From an optimization exercise on the open Yosys and OpenROAD flow, aimed at small area, a short achievable clock period and few clock cycles per item; shortcuts taken in it are not production practice. Where RTL was checked, it was by simulation tests only, not by an equivalence proof against the original.

== sierra ==
// golay_codec
module golay_codec (
    input  wire        clk,
    input  wire        rst,         
    input  wire        in_valid,
    output wire        in_ready,
    input  wire [1:0]  in_op,       
    input  wire [23:0] in_word,
    output reg         out_valid,
    input  wire        out_ready,
    output reg  [23:0] out_word,
    output reg         out_fail
);
Size in the first run: roughly 77 flip-flops, ~57 I/O pins.
Settings: LEC_CHECK=0, CAP_MARGIN=20, CORE_MARGIN=2, CORE_UTILIZATION=40, CTS_BUF_LIST=sky130_fd_sc_hd__clkbuf_4 sky130_fd_sc_hd__clkbuf_8, SLEW_MARGIN=20, TNS_END_PERCENT=30; clock period 10.0 ns.
standard.sh (not shown) runs the stock make flow with config.mk's settings and CLKGATE_MAP_FILE= SYNTH_SCRIPT=/design/flow/synth_recipe.tcl, a recipe that flattens the netlist after the stock synthesis.
==> flow/flow/run.sh <==
#!/bin/bash
set -euo pipefail
export MY_ABC_SCRIPT=$PWD/flow/abc.script
MARGIN=$(cat flow/margin.txt)
bash standard.sh SYNTH_SCRIPT=$PWD/flow/synth.tcl SETUP_SLACK_MARGIN=$MARGIN \
  "BUFFER_PORTS_ARGS=-buffer_cell sky130_fd_sc_hd__buf_1" RECOVER_POWER=100 finish > flow_standard.log 2>&1
==> flow/flow/abc.script <==
strash
&get -n
&fraig -x
&put
scorr
dc2
dretime
strash
&get -n
&dch -f
&nf {D}
&put
buffer -c
topo
stime -c
upsize -c
dnsize -c
==> flow/flow/margin.txt <==
5.6
==> flow/flow/synth.tcl <==
# The standard synthesis script (synth_recipe.tcl), with one change: ABC
# maps the logic with flow/abc.script instead of ORFS's abc_speed.script.
# Registers are mapped before ABC runs, so they are the standard ones.
proc synth {args} { yosys synth -nofsm -noshare {*}$args }
proc abc {args} {
  set i [lsearch -exact $args -script]
  if {$i >= 0} { lset args [expr {$i + 1}] $::env(MY_ABC_SCRIPT) }
  yosys abc {*}$args
}
source $::env(SCRIPTS_DIR)/synth.tcl
# left out here: clear keep_hierarchy, flatten, clean up, hide names made inside functions, write 1_2_yosys.v
sierra finished all stages; however, its layout fails the closing checks, the failures being capacitance limit, slew limit.
Testbench counts of sierra, summed over its fixed seeds: cycles 16,016, items 16,000.
> inputs changed (sierra -> tundra)
==> flow/flow/run.sh <==
#!/bin/bash
set -euo pipefail
export MY_ABC_SCRIPT=$PWD/flow/abc.script
MARGIN=$(cat flow/margin.txt)
bash standard.sh SYNTH_SCRIPT=$PWD/flow/synth.tcl SETUP_SLACK_MARGIN=$MARGIN \
  "BUFFER_PORTS_ARGS=-buffer_cell sky130_fd_sc_hd__buf_1" finish > flow_standard.log 2>&1
-- flow/config.mk --
<<< sierra, line 11
export CTS_BUF_LIST = sky130_fd_sc_hd__clkbuf_4 sky130_fd_sc_hd__clkbuf_8
export SLEW_MARGIN = 20
>>> tundra, line 11
export CTS_BUF_LIST = sky130_fd_sc_hd__clkbuf_4 sky130_fd_sc_hd__clkbuf_8
export PLACE_DENSITY = 0.8
export SLEW_MARGIN = 20
==> comparison <==
Per the final summary, tundra finished and its layout is clean on timing, DRC and antenna.
Comparing final area for sierra and tundra, the bigger number came from tundra.
Diff sierra..tundra | gate count after technology mapping | unchanged
Between sierra and tundra, the flow reports buffer count excluding the clock tree in the final layout increasing by more than 10%.
tundra ends up with higher growth of design area from synthesis to finish than sierra does.
Cmp sierra and tundra / count of cells resized by post-cts repair / higher: tundra
Input changes introduced in nickel (baseline for comparison: tundra):
-- flow/flow/abc.script --
<<< tundra, line 12
&put
buffer -c
topo
stime -c
upsize -c
dnsize -c
>>> nickel, line 12
&put
topo
-- flow/config.mk --
<<< tundra, line 11
export CTS_BUF_LIST = sky130_fd_sc_hd__clkbuf_4 sky130_fd_sc_hd__clkbuf_8
export PLACE_DENSITY = 0.8
export SLEW_MARGIN = 20
>>> nickel, line 11
export CTS_BUF_LIST = sky130_fd_sc_hd__clkbuf_4 sky130_fd_sc_hd__clkbuf_8
export SLEW_MARGIN = 20
Findings:
- Every run (nickel and tundra) finished clean.
- In the tables for nickel and tundra, clock insertion delay at the later pin of the skew report reads lower with tundra.
- nickel gives more sequential area share after synthesis than tundra did.
Input-level comparison between lagoon and nickel:
-- flow/flow/abc.script --
<<< nickel, line 12
&put
topo
>>> lagoon, line 12
&put
buffer -c
topo
stime -c
upsize -c
dnsize -c
## What came out
Going from nickel to lagoon, detailed-route wire length on metal 1 went up; worst setup slack went down. From nickel to lagoon the numbers moved as follows: multi-input gate area in the final layout went up, via count of the first global-routing pass now smaller. Sort lagoon and nickel by area of the mapped netlist, descending, and lagoon comes first. In lagoon, post-route core utilization is lower than in nickel. Compared with nickel, non-clock buffer count in lagoon decreased by more than 10%. Against nickel as the reference, lagoon delivers a higher period utilization.
For yarrow, these inputs were changed with respect to lagoon:
-- flow/flow/abc.script --
<<< lagoon, line 9
&get -n
&dch -f
&nf {D}
>>> yarrow, line 9
&get -n
&dch
&nf {D}
Results
Wire length reported by the detailed router was higher in yarrow than in lagoon. Taking lagoon as the reference, in yarrow count of buffering cells on the critical path with inverters included rose 2; share of cell area taken by flip-flops and latches went down 0.41 points; final hold slack rose by 0.029 ns. Count of mapped cells out of synthesis essentially unchanged between lagoon and yarrow. From lagoon to yarrow the numbers moved as follows: synthesized area divided by synthesized cell count rose by 0.033 um^2, worst setup slack dropped 0.19 ns, worst slack at placement fell by 0.11 ns, multi-input combinational cell count shows a reduction of 4.

== willow ==
Another version of the RTL of golay_codec (not shown whole).
Size in the first run: roughly 900 cells after synthesis, roughly 77 flip-flops, about 57 I/O pins, about 7700 µm² of cells after synthesis.
clock: 10.0 ns
lec_check: 0
cap_margin: 20
core_margin: 2
core_utilization: 40
slew_margin: 20
==> flow/flow/run.sh <==
#!/bin/bash
set -euo pipefail
MARGIN=$(cat flow/margin.txt)
bash standard.sh SETUP_SLACK_MARGIN=$MARGIN finish > flow_standard.log 2>&1
==> flow/flow/margin.txt <==
5.7
willow closes out successfully: all stages finished, all timing, DRC and antenna checks passed.
Testbench counts of willow, summed over its fixed seeds: cycles 16,016, items 16,000.
Edits applied to the flow inputs when going from willow to juniper:
- SETUP_SLACK_MARGIN newly set to 5
==> flow/run.sh (new file) <==
#!/bin/bash
# synth_recipe.tcl (not shown) runs the flow's synth.tcl, then flattens the netlist and writes it again
# the make line also repeats each setting of config.mk as NAME=value (left out here)
make -C /OpenROAD-flow-scripts/flow DESIGN_CONFIG=/design/flow/config.mk WORK_HOME=/design/flow/orfs CLKGATE_MAP_FILE= SYNTH_SCRIPT=/design/flow/synth_recipe.tcl finish
removed: flow/flow/run.sh
removed: flow/flow/margin.txt
removed: flow/standard.sh
Findings:
Setup slack in juniper is 500 ps below willow.
From willow to juniper the numbers moved as follows: die area level; critical path depth level; required arrival time at the worst endpoint level; total length of routed met2 wires moved down.
Post-route fraction of the period consumed by the critical path sits higher in juniper than in willow.
[compare] base=willow new=juniper: largest net degree at the start of global routing went up 5; worst hold margin went up 7.6 ps.
On clock skew, willow and juniper are neck and neck.
juniper vs willow — final cell count without fillers dropped 50.

Another version of the RTL of golay_codec (not shown whole).
For scale: roughly 130 flip-flops, ~57 I/O pins, ~9700 µm² of cells after synthesis.
clock: 10.0 ns
lec_check: 0
cap_margin: 20
core_margin: 2
core_utilization: 40
setup_slack_margin: 5
slew_margin: 20
run.sh (not shown) runs the stock make flow with config.mk's settings and CLKGATE_MAP_FILE= SYNTH_SCRIPT=/design/flow/synth_recipe.tcl, a recipe that flattens the netlist after the stock synthesis.
Stock flow here: none of the scripts above is used.
The first run finished with timing, DRC and antenna clean.
Next try:
==> flow/flow/run.sh (new file) <==
#!/bin/bash
set -euo pipefail
MARGIN=$(cat flow/margin.txt)
bash standard.sh SETUP_SLACK_MARGIN=$MARGIN finish > flow_standard.log 2>&1
==> flow/flow/margin.txt (new file) <==
6.8
==> flow/standard.sh (new file) <==
#!/bin/bash
# synth_recipe.tcl (not shown) runs the flow's synth.tcl, then flattens the netlist and writes it again
# the make line also repeats each setting of config.mk as NAME=value (left out here)
make -C /OpenROAD-flow-scripts/flow DESIGN_CONFIG=/design/flow/config.mk WORK_HOME=/design/flow/orfs CLKGATE_MAP_FILE= SYNTH_SCRIPT=/design/flow/synth_recipe.tcl "${@:-finish}"
SETUP_SLACK_MARGIN = unset   (was 5)
removed: flow/run.sh
Outcome: Cell count rose by about 13%. Maximum frequency rose by about 22%. First-iteration DRC count fell by 2.5%. Non-clock buffer count rose by 172. Clock skew fell by 0.0032 ns. Synthesized area stays the same. Worst hold slack improves by 0.0039 ns. Setup slack improves by 0.80 ns.
No functional check of the RTL was part of any run of this note.

Another version of the RTL of golay_codec (not shown whole).
Size: roughly 77 flip-flops, roughly 57 I/O pins, roughly 6800 um2 of cells after synthesis.
Design golay_codec, start of the top module:
module golay_codec (
    input  wire        clk,
    input  wire        rst,         
    input  wire        in_valid,
    output wire        in_ready,
    input  wire [1:0]  in_op,       
    input  wire [23:0] in_word,
    output reg         out_valid,
    input  wire        out_ready,
    output reg  [23:0] out_word,
    output reg         out_fail
);
export LEC_CHECK = 0
export CAP_MARGIN = 20
export CORE_MARGIN = 2
export CORE_UTILIZATION = 60
export SLEW_MARGIN = 20
create_clock -name core_clock -period 10.0 [get_ports {clk}]
standard.sh (not shown) runs the stock make flow with config.mk's settings and CLKGATE_MAP_FILE= SYNTH_SCRIPT=/design/flow/synth_recipe.tcl, a recipe that flattens the netlist after the stock synthesis.
==> flow/flow/run.sh <==
#!/bin/bash
set -euo pipefail
export MY_ABC_SCRIPT=$PWD/flow/abc.script
MARGIN=$(cat flow/margin.txt)
bash standard.sh SYNTH_SCRIPT=$PWD/flow/synth.tcl SETUP_SLACK_MARGIN=$MARGIN finish > flow_standard.log 2>&1
==> flow/flow/abc.script <==
strash
&get -n
&fraig -x
&put
scorr
dc2
dretime
strash
&get -n
&dch -f
&nf {D}
&put
buffer -c
topo
stime -c
upsize -c
dnsize -c
==> flow/flow/margin.txt <==
5.6
Scripts as last shown in full above: flow/flow/synth.tcl
Testbench counts at the start, summed over its fixed seeds: cycles 16,016, items 16,000.
Change:
==> flow/flow/run.sh (replaced) <==
#!/bin/bash
set -euo pipefail
export MY_ABC_SCRIPT=$PWD/flow/abc.script
MARGIN=$(cat flow/margin.txt)
bash standard.sh SYNTH_SCRIPT=$PWD/flow/synth.tcl SETUP_SLACK_MARGIN=$MARGIN \
  "BUFFER_PORTS_ARGS=-buffer_cell sky130_fd_sc_hd__buf_1" finish > flow_standard.log 2>&1
CORE_UTILIZATION = 40   (was 60)
CTS_BUF_LIST = sky130_fd_sc_hd__clkbuf_4 sky130_fd_sc_hd__clkbuf_8   (was default)
=>
- via count falls by 7.8%
- utilization decreases by 30 points
- non-clock buffer count is lower by 13
Change:
==> flow/flow/run.sh (replaced) <==
#!/bin/bash
set -euo pipefail
export MY_ABC_SCRIPT=$PWD/flow/abc.script
MARGIN=$(cat flow/margin.txt)
bash standard.sh SYNTH_SCRIPT=$PWD/flow/synth.tcl SETUP_SLACK_MARGIN=$MARGIN finish > flow_standard.log 2>&1
CTS_BUF_LIST = default   (was sky130_fd_sc_hd__clkbuf_4 sky130_fd_sc_hd__clkbuf_8)
Global-route usage goes up by 2.4 points.
Cell area goes up by a few percent.
Worst setup slack is better by 0.020 ns.
Sequential cell count does not change.
Sequential share of layout area went down by 1.8 points.

## job 9105
golay_codec, a different RTL version from the one above (not shown whole).
Size: about 790 cells after synthesis, about 77 flip-flops, ~57 I/O pins.
==> flow/config.mk <==
export PLATFORM = sky130hd
export DESIGN_NAME = golay_codec
export DESIGN_NICKNAME = golay_codec
export VERILOG_FILES = /design/flow/design.v
export SDC_FILE = /design/flow/constraint.sdc
export NUM_CORES = 4
export LEC_CHECK = 0
export CAP_MARGIN = 20
export CORE_MARGIN = 2
export CORE_UTILIZATION = 40
export CTS_BUF_LIST = sky130_fd_sc_hd__clkbuf_4 sky130_fd_sc_hd__clkbuf_8
export SLEW_MARGIN = 20
export TNS_END_PERCENT = 30
==> flow/constraint.sdc <==
create_clock -name core_clock -period 10.0 [get_ports {clk}]
set_input_delay 2.0000 -clock core_clock [delete_from_list [all_inputs] [get_ports {clk}]]
set_output_delay 2.0000 -clock core_clock [all_outputs]
set_load 0.01 [all_outputs]
==> flow/flow/run.sh <==
#!/bin/bash
set -euo pipefail
export MY_ABC_SCRIPT=$PWD/flow/abc.script
MARGIN=$(cat flow/margin.txt)
bash standard.sh SYNTH_SCRIPT=$PWD/flow/synth.tcl SETUP_SLACK_MARGIN=$MARGIN \
  "BUFFER_PORTS_ARGS=-buffer_cell sky130_fd_sc_hd__buf_1" finish > flow_standard.log 2>&1
==> flow/flow/margin.txt <==
5.4
Scripts as last shown in full above: flow/flow/abc.script, flow/flow/synth.tcl
Job 9105 finished all stages; the layout is clean.
Testbench counts of job 9105, summed over its fixed seeds: cycles 16,016, items 16,000.
Inputs modified between job 9105 and job 3094:
-- flow/flow/abc.script --
<<< job 9105, line 9
&get -n
&dch -f
&nf {D}
>>> job 3094, line 9
&get -n
&dch
&nf {D}
==> flow/flow/margin.txt <==
5.6
Findings:
- There was hardly any difference in clock insertion delay at the later pin of the skew report between job 3094 and job 9105.
- Job 9105 ended up with fewer cell instances than job 3094 did.
- Job 3094 vs. job 9105: count of plain and timing-repair buffers in the layout has increased, number of instances in the synthesized netlist has remained practically unchanged.
- Going from job 9105 to job 3094, relative area change from synthesis to final layout moved up; final critical-path required period closely matched the old numbers; worst hold slack across all endpoints +0.034 ns.
Changes in job 8084 relative to job 3094:
-- flow/flow/abc.script --
<<< job 3094, line 9
&get -n
&dch
&nf {D}
>>> job 8084, line 9
&get -n
&dch -f
&nf {D}
Notes after the runs:
- Via count (job 8084 over job 3094): decrease, 0.44%
- Share of the core filled with cells in the final layout for job 8084: 0.78 points down relative to job 3094
- Vertical die dimension: job 8084 vs job 3094, no meaningful difference
- Comparing job 3094 and job 8084, the higher final worst-path setup slack was measured on job 8084.
[inputs] job 6246 vs job 8084
Settings: TNS_END_PERCENT no longer set, was 30.
==> comparison <==
Job 6246 -> job 8084: mean instance size in the synthesized netlist delta 0, exact match. The met2 layer usage reported by global route on job 8084 is in line with that on job 6246. Measured against each other, job 6246 and job 8084 differ in multi-input logic area, the higher figure coming from job 6246. Higher summed area of non-filler cells in the final layout among job 6246 and job 8084: job 6246. Count of plain and timing-repair buffers: job 6246 and job 8084 compared, higher one is job 6246. Job 6246 against job 8084: portion of the clock cycle consumed by the worst path in the final layout now sits at about the same level; number of cells in the finished layout apart from fillers has increased.

try-violet:
golay_codec, a different RTL version from the one above (not shown whole).
Size: roughly 77 flip-flops, roughly 6400 um^2 of cells after synthesis.
==> flow/config.mk <==
export PLATFORM = sky130hd
export DESIGN_NAME = golay_codec
export DESIGN_NICKNAME = golay_codec
export VERILOG_FILES = /design/flow/design.v
export SDC_FILE = /design/flow/constraint.sdc
export NUM_CORES = 4
export LEC_CHECK = 0
export CAP_MARGIN = 20
export CORE_MARGIN = 2
export CORE_UTILIZATION = 40
export CTS_BUF_LIST = sky130_fd_sc_hd__clkbuf_4 sky130_fd_sc_hd__clkbuf_8
export SLEW_MARGIN = 20
export TNS_END_PERCENT = 30
==> flow/constraint.sdc <==
create_clock -name core_clock -period 10.0 [get_ports {clk}]
set_input_delay 2.0000 -clock core_clock [delete_from_list [all_inputs] [get_ports {clk}]]
set_output_delay 2.0000 -clock core_clock [all_outputs]
set_load 0.01 [all_outputs]
==> flow/flow/abc.script <==
strash
&get -n
&fraig -x
&put
scorr
dc2
dretime
strash
&get -n
&dch -f
&nf {D}
&put
topo
==> flow/flow/margin.txt <==
5.6
Scripts as last shown in full above: flow/flow/run.sh, flow/flow/synth.tcl
The flow did not stop early for try-violet: all stages ran, and the layout cleared the timing, DRC and antenna checks.
Input changes introduced in try-garnet (baseline for comparison: try-violet):
==> flow/flow/abc.script <==
strash
&get -n
&fraig -x
&put
scorr
dc2
dretime
strash
&get -n
&dch
&nf {D}
&put
buffer -c
topo
stime -c
upsize -c
dnsize -c
Results
- try-garnet was carried through to the last stage, and its layout satisfied the timing, DRC and antenna checks.
- Compared to try-violet, try-garnet has hold slack 0.042 ns higher.
- try-garnet ends up with lower wire length than try-violet does.
- Going from try-violet to try-garnet, the filler-free cell count of the finished design was found to have gone down by 1.4%.
- Total vias in the final route improves in try-garnet relative to try-violet.
- try-garnet leaves less setup margin than try-violet.
> inputs changed (try-garnet -> try-umber)
==> flow/flow/run.sh <==
#!/bin/bash
set -euo pipefail
export MY_ABC_SCRIPT=$PWD/flow/abc.script
MARGIN=$(cat flow/margin.txt)
bash standard.sh SYNTH_SCRIPT=$PWD/flow/synth.tcl SETUP_SLACK_MARGIN=$MARGIN \
  "BUFFER_PORTS_ARGS=-buffer_cell sky130_fd_sc_hd__buf_1" \
  PRE_IO_PLACEMENT_TCL=$PWD/flow/io.tcl finish > flow_standard.log 2>&1
==> flow/flow/io.tcl (new file) <==
# Keep the out_ready and in_ready pins next to each other: in_ready is
# combinational in out_ready, so the wire between them is on that path.
set_io_pin_constraint -group -order -pin_names {out_ready in_ready}
==> notes.md <==
- Sort try-umber and try-garnet by post-layout worst setup margin asc -> top: try-garnet
- try-umber vs. try-garnet: area of the multi-input gates went up by about 1.8%.
- Minimum clock period: try-umber < try-garnet
- First-iteration DRC count delta (try-umber − try-garnet): favourable
- In the tables for try-umber and try-garnet, number of buffers added for setup after CTS reads higher with try-garnet.
- Compared with try-garnet, try-umber shows first-pass GRT wire length that has gone up slightly.
- Comparing try-umber and try-garnet, core utilization is higher on try-umber.
- Register share of the cell area was lower in the run labelled try-umber.
- try-umber vs. try-garnet: number of clock buffer instances in the layout did not really move; remaining max-slew budget at the tightest pin shows an increase of 0.61 points.
Function was not checked in any run of this note: the RTL went through the layout flow alone.

## separate check: timing with driven ports
In the flow no input, the clock included, has a driving cell. The finished layouts below were timed again as built, in two steps.
Step 1 assumes that a clkbuf_16 drives the clock port and a buf_2 every other input.
Step 2 times the ports against the registers' clock, not the clock port: input delays grow and output delays shrink by t, the midpoint of the rising clock arrivals with the driver on.
a / b / c = ideal ports / drivers / drivers and shift; a / b = the first two.
run	shift t [ns]	slack for setup (ns)	worst setup path at the end	latest minus earliest clock arrival (ns)
sierra	0.404	5.031 / 5.031 / 4.806	input to register	0.011 / 0.010
tundra	0.382	5.541 / 5.517 / 5.282	input to register	0.013 / 0.013
nickel	0.401	5.618 / 5.584 / 5.381	input to register	0.009 / 0.010
lagoon	0.407	5.592 / 5.561 / 5.411	input to register	0.010 / 0.010
yarrow	0.408	5.404 / 5.373 / 5.373	input to output	0.018 / 0.018
willow	0.380	5.618 / 5.590 / 5.234	input to register	0.009 / 0.009
juniper	0.381	5.115 / 5.089 / 4.754	input to register	0.009 / 0.009
the first run of note 3	0.461	5.516 / 5.516 / 5.516	register to register	0.013 / 0.014
the second run of note 3	0.464	6.317 / 6.317 / 6.317	register to register	0.010 / 0.010
the first run of note 4	0.374	5.585 / 5.596 / 5.221	input to register	0.009 / 0.009
the second run of note 4	0.379	5.610 / 5.590 / 5.400	input to register	0.017 / 0.016
the third run of note 4	0.368	5.630 / 5.598 / 5.350	input to register	0.006 / 0.007
job 9105	0.386	5.391 / 5.361 / 5.105	input to register	0.011 / 0.011
job 3094	0.388	5.391 / 5.355 / 5.238	input to register	0.014 / 0.014
job 8084	0.383	5.629 / 5.595 / 5.432	input to register	0.014 / 0.014
job 6246	0.385	5.630 / 5.596 / 5.438	input to register	0.013 / 0.013
try-violet	0.392	5.584 / 5.562 / 5.393	input to register	0.015 / 0.015
try-garnet	0.389	5.544 / 5.521 / 5.483	input to register	0.013 / 0.013
try-umber	0.394	5.549 / 5.517 / 5.350	input to register	0.018 / 0.018
For willow, which loses most, drivers alone change the setup slack by -0.028 ns; drivers and shift together by -0.384 ns.
